Context: an optimization exercise on an open-source flow, tuned for small area, a short achievable clock period and few clock cycles. The choices shown serve that exercise and are no tape-out recipe.
Function was checked by simulation only, so behaviour that the tests miss may differ from the original.
The flow treats the clock pin as an ideal source, which a real chip does not have.

// apex_cpu
module apex_cpu (
    input  wire        clk,
    input  wire        rst,
    input  wire [31:0] pc_base,
    output wire [31:0] imem_addr,
    input  wire [63:0] imem_rec,
    input  wire        imem_hit,
    output wire        halted,
    output wire        faulted,
    output wire [1:0]  fault_kind,
    output wire [31:0] fault_pc,
    output wire [7:0]  fault_op,
    output wire [63:0] clk_count,
    output wire [63:0] retired_count,
    output wire        zflag,
    input  wire [3:0]  insp_reg_idx,
    output wire [31:0] insp_reg_val,
    output wire        insp_reg_pend,
    input  wire [31:0] insp_mem_addr,
    output wire [31:0] insp_mem_val
);
    localparam integer DIV_K  = 4;             
    localparam [4:0] OP_NOP   = 5'h00, OP_ADD  = 5'h01, OP_SUB  = 5'h02,
                     OP_AND   = 5'h03, OP_OR   = 5'h04, OP_XOR  = 5'h05,
                     OP_ADDL  = 5'h06, OP_SUBL = 5'h07, OP_MUL  = 5'h08,
                     OP_CMP   = 5'h09, OP_MOVC = 5'h0A, OP_DIV  = 5'h0B,
                     OP_BZ    = 5'h0C, OP_BNZ  = 5'h0D, OP_LOAD = 5'h0E,
                     OP_STORE = 5'h0F, OP_LDR  = 5'h10, OP_STR  = 5'h11,
                     OP_HALT  = 5'h12;
    function automatic [32:0] bk_add(input [31:0] a, input [31:0] b, input ci);
        reg [32:0] g, p;
        reg [31:0] h;
        integer d, i;
        begin
  ...
Size in the first run: roughly 8800 cells after synthesis, ~1800 flip-flops, about 410 I/O pins.
==> flow/config.mk <==
export PLATFORM = sky130hd
export DESIGN_NAME = apex_cpu
export DESIGN_NICKNAME = apex_cpu
export VERILOG_FILES = /design/flow/design.v
export SDC_FILE = /design/flow/constraint.sdc
export NUM_CORES = 4
export LEC_CHECK = 0
export CAP_MARGIN = 20
export CORE_MARGIN = 2
export CORE_UTILIZATION = 65
export CTS_CLUSTER_DIAMETER = 70
export CTS_CLUSTER_SIZE = 24
export SLEW_MARGIN = 20
==> flow/constraint.sdc <==
create_clock -name core_clock -period 100.0 [get_ports {clk}]
set_input_delay 20.0000 -clock core_clock [delete_from_list [all_inputs] [get_ports {clk}]]
set_output_delay 20.0000 -clock core_clock [all_outputs]
set_load 0.01 [all_outputs]
standard.sh (not shown) runs the stock make flow with config.mk's settings and CLKGATE_MAP_FILE= SYNTH_SCRIPT=/design/flow/synth_recipe.tcl, a recipe that flattens the netlist after the stock synthesis.
==> flow/flow/run.sh <==
#!/bin/bash
# The standard layout (the standard.sh) with two changes:
#  - buffer_ports puts sky130_fd_sc_hd__buf_2 on every input and output port;
#  - after clock tree synthesis, flow/size.tcl upsizes cells on the
#    combinational inspection paths (input port to output port), keeping
#    only changes that shorten the worst of those paths, and legalizes.
set -euo pipefail
PORTS="BUFFER_PORTS_ARGS=-buffer_cell sky130_fd_sc_hd__buf_2"
bash standard.sh "$PORTS" cts > standard_cts.log 2>&1
R=orfs/results/sky130hd/apex_cpu/base
IN_ODB=$R/4_cts.odb IN_SDC=$R/4_cts.sdc OUT_ODB=$R/4_cts_sized.odb SIZE_ITERS=60 \
    openroad -no_init -exit flow/size.tcl > size.log 2>&1
cp $R/4_cts_sized.odb $R/4_cts.odb
bash standard.sh "$PORTS" finish > standard.log 2>&1
Other scripts of this flow, unchanged in this note and not shown: flow/flow/size.tcl
Testbench counts at the start, summed over its fixed seeds: cycles 157,439.
Change:
- CORE_UTILIZATION: 65 -> 60
Effect: The changed run completed with no timing, DRC or antenna violations. Flip-flop and latch count is unchanged. Worst hold slack degrades by 0.0036 ns. Area after synthesis stays the same. Cell area barely changes.

* * *

apex_cpu again, from the RTL that the note above started with.
clock: 100.0 ns
lec_check: 0
cap_margin: 20
core_margin: 2
core_utilization: 60
cts_cluster_diameter: 70
cts_cluster_size: 24
slew_margin: 20
==> flow/flow/run.sh <==
#!/bin/bash
# The standard layout (the standard.sh: ORFS synthesis through finish),
# with one change: the buffers that buffer_ports puts on every input and
# output port are sky130_fd_sc_hd__buf_2 instead of the default cell.
set -euo pipefail
bash standard.sh "BUFFER_PORTS_ARGS=-buffer_cell sky130_fd_sc_hd__buf_2" finish > standard.log 2>&1
Testbench counts at the start, summed over its fixed seeds: cycles 157,439.
Next try:
--- a/flow/config.mk
+++ b/flow/config.mk
@@ -11,2 +11,2 @@
-export CTS_CLUSTER_DIAMETER = 70
-export CTS_CLUSTER_SIZE = 24
+export CTS_CLUSTER_DIAMETER = 60
+export CTS_CLUSTER_SIZE = 18
What happened: Design area rises by 0.83%; worst setup slack is better by 0.097 ns.

==> static timing again, ports no longer ideal <==
No port has a modelled driver above. Below, the same layouts with a new extraction and two added sets of constraints.
Step 1 assumes that a clkbuf_16 drives the clock port and a buf_2 every other input.
Step 2, shift: input delay + t, output delay - t, t = (earliest + latest rising clock arrival at the registers) / 2. This alone moves slack from input paths to output paths.
Slacks: no drivers / after step 1 / after step 2; pairs: no drivers / after step 1.
run	shift t [ns]	setup slack, ns	hold slack, ns	clock arrival spread, ns	slew at the worst register clock pin (ns)
the first run of note 1	0.935	55.792 / 55.752 / 55.752	0.528 / 0.528 / 0.528	0.068 / 0.068	0.10 / 0.10
the second run of note 1	0.964	55.707 / 55.575 / 55.575	0.525 / 0.525 / 0.525	0.113 / 0.113	0.10 / 0.10
the first run of note 2	0.954	55.143 / 55.119 / 55.119	0.528 / 0.528 / 0.528	0.109 / 0.109	0.11 / 0.11
the second run of note 2	0.964	55.240 / 55.215 / 55.215	0.524 / 0.524 / 0.524	0.055 / 0.055	0.08 / 0.08
After both steps setup and hold are still met in every run listed. For the second run of note 1, which loses most, drivers alone change the setup slack by -0.132 ns; drivers and shift together by -0.132 ns.
